This design comes from an exercise in tuning for small area on the open sky130 flow, not from production work.
In this exercise RTL edits were held to simulation tests only and were not proved equivalent to the original.
Power and IR drop assume default switching activity.

## amber
## nau_ctrl
module nau_ctrl (
    input  wire        clk,
    input  wire        rst,
    input  wire        cmd_valid,
    input  wire [15:0] cmd,
    output wire        cmd_ready,
    output wire        rsp_valid,
    output wire [2:0]  rsp_status,
    output wire [31:0] rsp_data,
    output wire        bus_req_valid,
    output wire [27:0] bus_req,
    input  wire        bus_rsp_valid,
    input  wire        bus_rsp_ok,
    input  wire [1:0]  bus_rsp_errk,
    input  wire [7:0]  bus_rsp_rb0,
    input  wire [7:0]  bus_rsp_rb1,
    input  wire [7:0]  bus_rsp_rb2,
    output wire        dly_req_valid,
    output wire [9:0]  dly_ms,
    input  wire        dly_done
);
    localparam [3:0] OP_NEW     = 4'h1, OP_RESET   = 4'h2, OP_ENABLE   = 4'h3,
                     OP_AVAIL   = 4'h4, OP_READ    = 4'h5, OP_SET_LDO  = 4'h6,
                     OP_GET_LDO = 4'h7, OP_SET_GAIN= 4'h8, OP_GET_GAIN = 4'h9,
                     OP_SET_RATE= 4'hA, OP_GET_RATE= 4'hB, OP_CAL      = 4'hC;
    localparam [4:0]
        S_IDLE = 5'd0,
        S_RR1  = 5'd1,    
        S_RR1R = 5'd2,    
        S_PWR  = 5'd3,    
        S_AVL  = 5'd4,    
        S_RD3  = 5'd5,    
        S_AVDD = 5'd6,    
        S_GL0  = 5'd7,    
        S_GAIN = 5'd8,    
        S_GG   = 5'd9,    
        S_CRS  = 5'd10,   
        S_GR   = 5'd11,   
        S_CAL  = 5'd12,   
        S_REF  = 5'd13,   
        S_D10  = 5'd14,   
        S_RR0  = 5'd15,   
        S_D1   = 5'd16,   
        S_PUR1 = 5'd17,   
        S_D600 = 5'd18,   
        S_CS   = 5'd19,   
        S_PUR2 = 5'd20,   
        S_REV  = 5'd21,   
        S_VLDO = 5'd22,   
        S_CHPS = 5'd23,   
        S_LDOM = 5'd24,   
        S_PGA  = 5'd25,   
        S_GL1  = 5'd26,   
        S_POLL = 5'd27,   
        S_CD10 = 5'd28;   
    reg [4:0]  sl;         
    reg        w;          
    reg        isnew;      
    reg [9:0]  p;          
    reg [7:0]  t;          
    reg        hvalid;     
    wire idle = (sl == S_IDLE);
    assign cmd_ready = idle;
    wire       ldo8 = p[3];
    wire [2:0] gain = isnew ? p[6:4] : p[2:0];
    wire [2:0] rate = isnew ? p[9:7] : p[2:0];
    wire       pwr  = isnew | p[0];
    wire [3:0] opc = cmd[15:12];
  ...
Settings: LEC_CHECK=0, CAP_MARGIN=20, CORE_MARGIN=2, CORE_UTILIZATION=40, PLACE_DENSITY=0.6, SLEW_MARGIN=20; clock period 5.0 ns.
standard.sh (not shown) runs the stock make flow with config.mk's settings and CLKGATE_MAP_FILE= SYNTH_SCRIPT=/design/flow/synth_recipe.tcl, a recipe that flattens the netlist after the stock synthesis.
==> flow/flow/run.sh <==
#!/bin/bash
# Standard layout (standard.sh), except that:
#  - synthesis maps the logic with area-oriented ABC scripts (flow/synth.tcl,
#    flow/area_*.abc), keeping the smallest result; the flip-flops are mapped
#    before ABC, as in the standard synthesis;
#  - the ports are buffered by the smallest buffer cell;
#  - the clock tree is built from one clock buffer type, without dummy loads;
#  - constant outputs share tie cells;
#  - synthesis buffers are removed at floorplan, placement is not timing-driven,
#    and the core is 60% full.
# make's output is in standard.log, and ORFS's own logs under orfs/logs.
set -euo pipefail
export FLOW_WORK=$PWD
export FLOW_ABC_SCRIPTS="$(ls $PWD/flow/area_*.abc | tr '\n' ' ')"
sed "s#SYNTH_SCRIPT=[^ ]*#SYNTH_SCRIPT=$PWD/flow/synth.tcl#" standard.sh > flow_standard.sh
grep -q "SYNTH_SCRIPT=$PWD/flow/synth.tcl" flow_standard.sh
bash flow_standard.sh \
  "BUFFER_PORTS_ARGS=-buffer_cell sky130_fd_sc_hd__buf_1" \
  "CTS_ARGS=-sink_clustering_enable -repair_clock_nets -dont_use_dummy_load -buf_list sky130_fd_sc_hd__clkbuf_8" \
  SKIP_REPAIR_TIE_FANOUT=1 REMOVE_ABC_BUFFERS=1 GPL_TIMING_DRIVEN=0 CORE_UTILIZATION=60 \
  finish > standard.log 2>&1
==> flow/flow/area_b2.abc <==
strash
dc2
strash
&get -n
&dch -f
&nf -a -R 1000
&put
strash
&get -n
&dch -f
&nf -a -R 1000
&put
==> flow/flow/area_d5.abc <==
strash
dc2
strash
&get -n
&dch -f
&nf -a -R 1000
&put
strash
dch -f
map -a
strash
&get -n
&dch -f
&nf -a -R 1000
&put
==> flow/flow/area_e1.abc <==
strash
dc2
strash
&get -n
&dch -f
&nf -a -R 1000
&put
strash
dch -f
map -a
strash
&get -n
&dch -f
&nf -a -R 1000
&put
strash
dch -f
map -a
strash
&get -n
&dch -f
&nf -a -R 1000
&put
==> flow/flow/area_e3.abc <==
strash
dc2
strash
&get -n
&dch -f
&nf -a -R 1000
&put
strash
dch -f
map -a
strash
dch -f
map -a
strash
&get -n
&dch -f
&nf -a -R 1000
&put
==> flow/flow/area_e4.abc <==
strash
dc2
strash
&get -n
&dch -f
&nf -a -R 1000
&put
strash
dch -f
map -a
strash
&get -n
&dch -f
&nf -a -R 1000
&put
strash
&get -n
&dch -f
&nf -a -R 1000
&put
==> flow/flow/synth.tcl <==
# The standard synthesis (synth_recipe.tcl), with ABC mapping the logic by
# area-oriented scripts instead of ORFS's speed script: each script in
# FLOW_ABC_SCRIPTS maps the same netlist, and the smallest result is kept.
# The flip-flops are mapped before ABC runs, so they are the standard synthesis's.
proc abc {args} {
  set a {}
  set lib {}
  set skip 0
  set prev {}
  foreach x $args {
    if {$prev eq "-liberty"} { set lib $x }
    set prev $x
    if {$skip} { set skip 0; continue }
    if {$x eq "-script" || $x eq "-D"} { set skip 1; continue }
    lappend a $x
  }
  yosys design -save my_pre_abc
  set best {}
  set best_area 1e30
  foreach s $::env(FLOW_ABC_SCRIPTS) {
    yosys design -load my_pre_abc
    yosys abc -script $s {*}$a
    yosys tee -q -o $::env(OBJECTS_DIR)/abc_area.txt stat -liberty $lib
    set f [open $::env(OBJECTS_DIR)/abc_area.txt r]
    set txt [read $f]
    close $f
    if {[regexp {Chip area for module[^:]*:\s*([0-9.]+)} $txt -> area]} {
      puts "ABC script [file tail $s]: area $area"
      if {$area < $best_area} { set best_area $area; set best $s }
    }
  }
  puts "ABC script kept: [file tail $best] ($best_area)"
  yosys design -load my_pre_abc
  yosys abc -script $best {*}$a
}
source $::env(FLOW_WORK)/synth_recipe.tcl
Here is what was changed in the inputs of nickel compared with amber.
==> flow/flow/run.sh <==
#!/bin/bash
# Standard layout (standard.sh), except that:
#  - synthesis maps the logic with an area-oriented ABC script (flow/synth.tcl,
#    flow/area.abc); the flip-flops are mapped before ABC, as in the standard synthesis;
#  - the ports are buffered by the smallest buffer cell;
#  - the clock tree is built from one clock buffer type, without dummy loads;
#  - constant outputs share tie cells;
#  - synthesis buffers are removed at floorplan, placement is not timing-driven,
#    and the core is 60% full.
# make's output is in standard.log, and ORFS's own logs under orfs/logs.
set -euo pipefail
export FLOW_WORK=$PWD
export FLOW_ABC_SCRIPT=$PWD/flow/area.abc
sed "s#SYNTH_SCRIPT=[^ ]*#SYNTH_SCRIPT=$PWD/flow/synth.tcl#" standard.sh > flow_standard.sh
grep -q "SYNTH_SCRIPT=$PWD/flow/synth.tcl" flow_standard.sh
bash flow_standard.sh \
  "BUFFER_PORTS_ARGS=-buffer_cell sky130_fd_sc_hd__buf_1" \
  "CTS_ARGS=-repair_clock_nets -dont_use_dummy_load -buf_list sky130_fd_sc_hd__clkbuf_16" \
  SKIP_REPAIR_TIE_FANOUT=1 REMOVE_ABC_BUFFERS=1 GPL_TIMING_DRIVEN=0 CORE_UTILIZATION=60 \
  finish > standard.log 2>&1
==> flow/flow/area.abc (new file) <==
strash
dc2
strash
&get -n
&dch -f
&nf -a -R 1000
&put
strash
&get -n
&dch -f
&nf -a -R 1000
&put
==> flow/flow/synth.tcl <==
# The standard synthesis (synth_recipe.tcl), with ABC mapping the logic by
# the area-oriented script flow/area.abc instead of ORFS's speed script. The
# flip-flops are mapped before ABC runs, so they are the standard synthesis's.
proc abc {args} {
  set a {}
  set skip 0
  foreach x $args {
    if {$skip} { set skip 0; continue }
    if {$x eq "-script" || $x eq "-D"} { set skip 1; continue }
    lappend a $x
  }
  yosys abc -script $::env(FLOW_ABC_SCRIPT) {*}$a
}
source $::env(FLOW_WORK)/synth_recipe.tcl
removed: flow/flow/area_b2.abc
removed: flow/flow/area_d5.abc
removed: flow/flow/area_e1.abc
removed: flow/flow/area_e3.abc
removed: flow/flow/area_e4.abc
--- outcome ---
- The final layouts of nickel and amber pass the timing, design-rule and antenna checks.
- Routed wire length for nickel: 330 µm up relative to amber
- When the final numbers for nickel and amber were put side by side, the half-perimeter wire length after placement turned out to be smaller in amber.
- amber → nickel: count of mapped cells out of synthesis increased by 0.63% relative to the old numbers; maximum clock rate fell about 1%.
- Compared with amber, nickel shows a higher share of cell area taken by multi-input logic gates.
- nickel against amber: depth of the worst register-to-register path lower, number of flip-flops and latches roughly the same, final design utilization higher, time the final worst path needs with I/O delays and setup higher.


Setup of v25:
nau_ctrl again, from the RTL that the note above started with.
Settings: LEC_CHECK=0, CAP_MARGIN=20, CORE_MARGIN=2, CORE_UTILIZATION=40, PLACE_DENSITY=0.6, SLEW_MARGIN=20; clock period 5.0 ns.
==> flow/flow/run.sh <==
#!/bin/bash
# Standard layout (standard.sh), except that:
#  - synthesis maps the logic with an area-oriented ABC script (flow/synth.tcl,
#    flow/area.abc); the flip-flops are mapped before ABC, as in the standard synthesis;
#  - the ports are buffered by the smallest buffer cell.
# Each tool's output is in standard.log (make's), and ORFS's own logs under orfs/logs.
set -euo pipefail
export FLOW_WORK=$PWD
export FLOW_ABC_SCRIPT=$PWD/flow/area.abc
sed "s#SYNTH_SCRIPT=[^ ]*#SYNTH_SCRIPT=$PWD/flow/synth.tcl#" standard.sh > flow_standard.sh
grep -q "SYNTH_SCRIPT=$PWD/flow/synth.tcl" flow_standard.sh
bash flow_standard.sh "BUFFER_PORTS_ARGS=-buffer_cell sky130_fd_sc_hd__buf_1" finish > standard.log 2>&1
==> flow/flow/area.abc <==
strash
dc2
strash
dch -f
map -a
strash
dch -f
map -a
topo
dnsize
==> flow/flow/synth.tcl <==
# The standard synthesis (synth_recipe.tcl), with ABC mapping the logic by
# the area-oriented script flow/area.abc instead of ORFS's speed script. The
# flip-flops are mapped before ABC runs, so they are the standard synthesis's.
proc abc {args} {
  set a {}
  set skip 0
  foreach x $args {
    if {$skip} { set skip 0; continue }
    if {$x eq "-script" || $x eq "-D"} { set skip 1; continue }
    lappend a $x
  }
  yosys abc -script $::env(FLOW_ABC_SCRIPT) {*}$a
}
source $::env(FLOW_WORK)/synth_recipe.tcl
Relative to v25, the following input files were edited for v8:
==> flow/flow/run.sh <==
#!/bin/bash
# Standard layout (standard.sh), except that:
#  - synthesis maps the logic with an area-oriented ABC script (flow/synth.tcl,
#    flow/area.abc); the flip-flops are mapped before ABC, as in the standard synthesis;
#  - the ports are buffered by the smallest buffer cell;
#  - the clock tree is built from one clock buffer type, without dummy loads;
#  - constant outputs share tie cells;
#  - synthesis buffers are removed at floorplan, placement is not timing-driven,
#    and the core is 60% full.
# make's output is in standard.log, and ORFS's own logs under orfs/logs.
set -euo pipefail
export FLOW_WORK=$PWD
export FLOW_ABC_SCRIPT=$PWD/flow/area.abc
sed "s#SYNTH_SCRIPT=[^ ]*#SYNTH_SCRIPT=$PWD/flow/synth.tcl#" standard.sh > flow_standard.sh
grep -q "SYNTH_SCRIPT=$PWD/flow/synth.tcl" flow_standard.sh
bash flow_standard.sh \
  "BUFFER_PORTS_ARGS=-buffer_cell sky130_fd_sc_hd__buf_1" \
  "CTS_ARGS=-sink_clustering_enable -sink_clustering_size 50 -sink_clustering_max_diameter 500 -repair_clock_nets -dont_use_dummy_load -buf_list sky130_fd_sc_hd__clkbuf_8" \
  SKIP_REPAIR_TIE_FANOUT=1 REMOVE_ABC_BUFFERS=1 GPL_TIMING_DRIVEN=0 CORE_UTILIZATION=60 \
  finish > standard.log 2>&1
==> flow/flow/area.abc <==
strash
dc2
strash
&get -n
&dch -f
&nf -a -R 1000
&put
strash
&get -n
&dch -f
&nf -a -R 1000
&put
[summary]
The flow did not stop early for v8: all stages ran, and the layout cleared the timing, design-rule and antenna checks. Compared with v25, v8 shows horizontal die dimension that has gone down by more than 10%. Taking v8 as 1.0, v25 lands at 1.2 on vertical die dimension. Of the two values seen for cell with the biggest individual delay on the critical path, sky130_fd_sc_hd__dfxtp_1 was produced by v8 and sky130_fd_sc_hd__a41oi_1 by v25. Number of endpoints with negative hold slack in the final report: v25 vs v8 identical. From v25 to v8 the numbers moved as follows: non-clock buffer count went down by 4.3%, static power due to leakage went down by 0.030 nW, worst setup timing slack at the placement stage went down by 0.034 ns.

-- what the ideal ports hide --
In the flow no input, the clock included, has a driving cell. The finished layouts below were timed again as built, in two steps.
Step 1 sets driving cells, clkbuf_16 on the clock port and buf_2 on the other inputs (assumed; they add their load-dependent delay and slew).
Step 2 moves the port delays by t, midway between the first and last clock arrival at a register: inputs arrive t later, outputs are due t later. That takes back most of the time a late clock gives input paths.
Slacks: ideal / step 1 / step 2; pairs: ideal / step 1.
| run | shift t [ns] | slack for setup (ns) | hold slack, ns | worst setup path at the end | clock arrival spread, ns |
|---|---|---|---|---|---|
| amber | 0.297 | 0.960 / 0.932 / 1.103 | 0.529 / 0.529 / 0.529 | register to register | 0.013 / 0.014 |
| nickel | 0.287 | 0.921 / 0.892 / 1.179 | 0.490 / 0.490 / 0.490 | register to output | 0.008 / 0.008 |
| v25 | 0.300 | 0.903 / 0.873 / 1.173 | 0.560 / 0.560 / 0.560 | register to output | 0.004 / 0.003 |
| v8 | 0.293 | 0.930 / 0.905 / 1.198 | 0.497 / 0.497 / 0.497 | register to output | 0.010 / 0.009 |
After both steps every run listed still meets setup and hold.
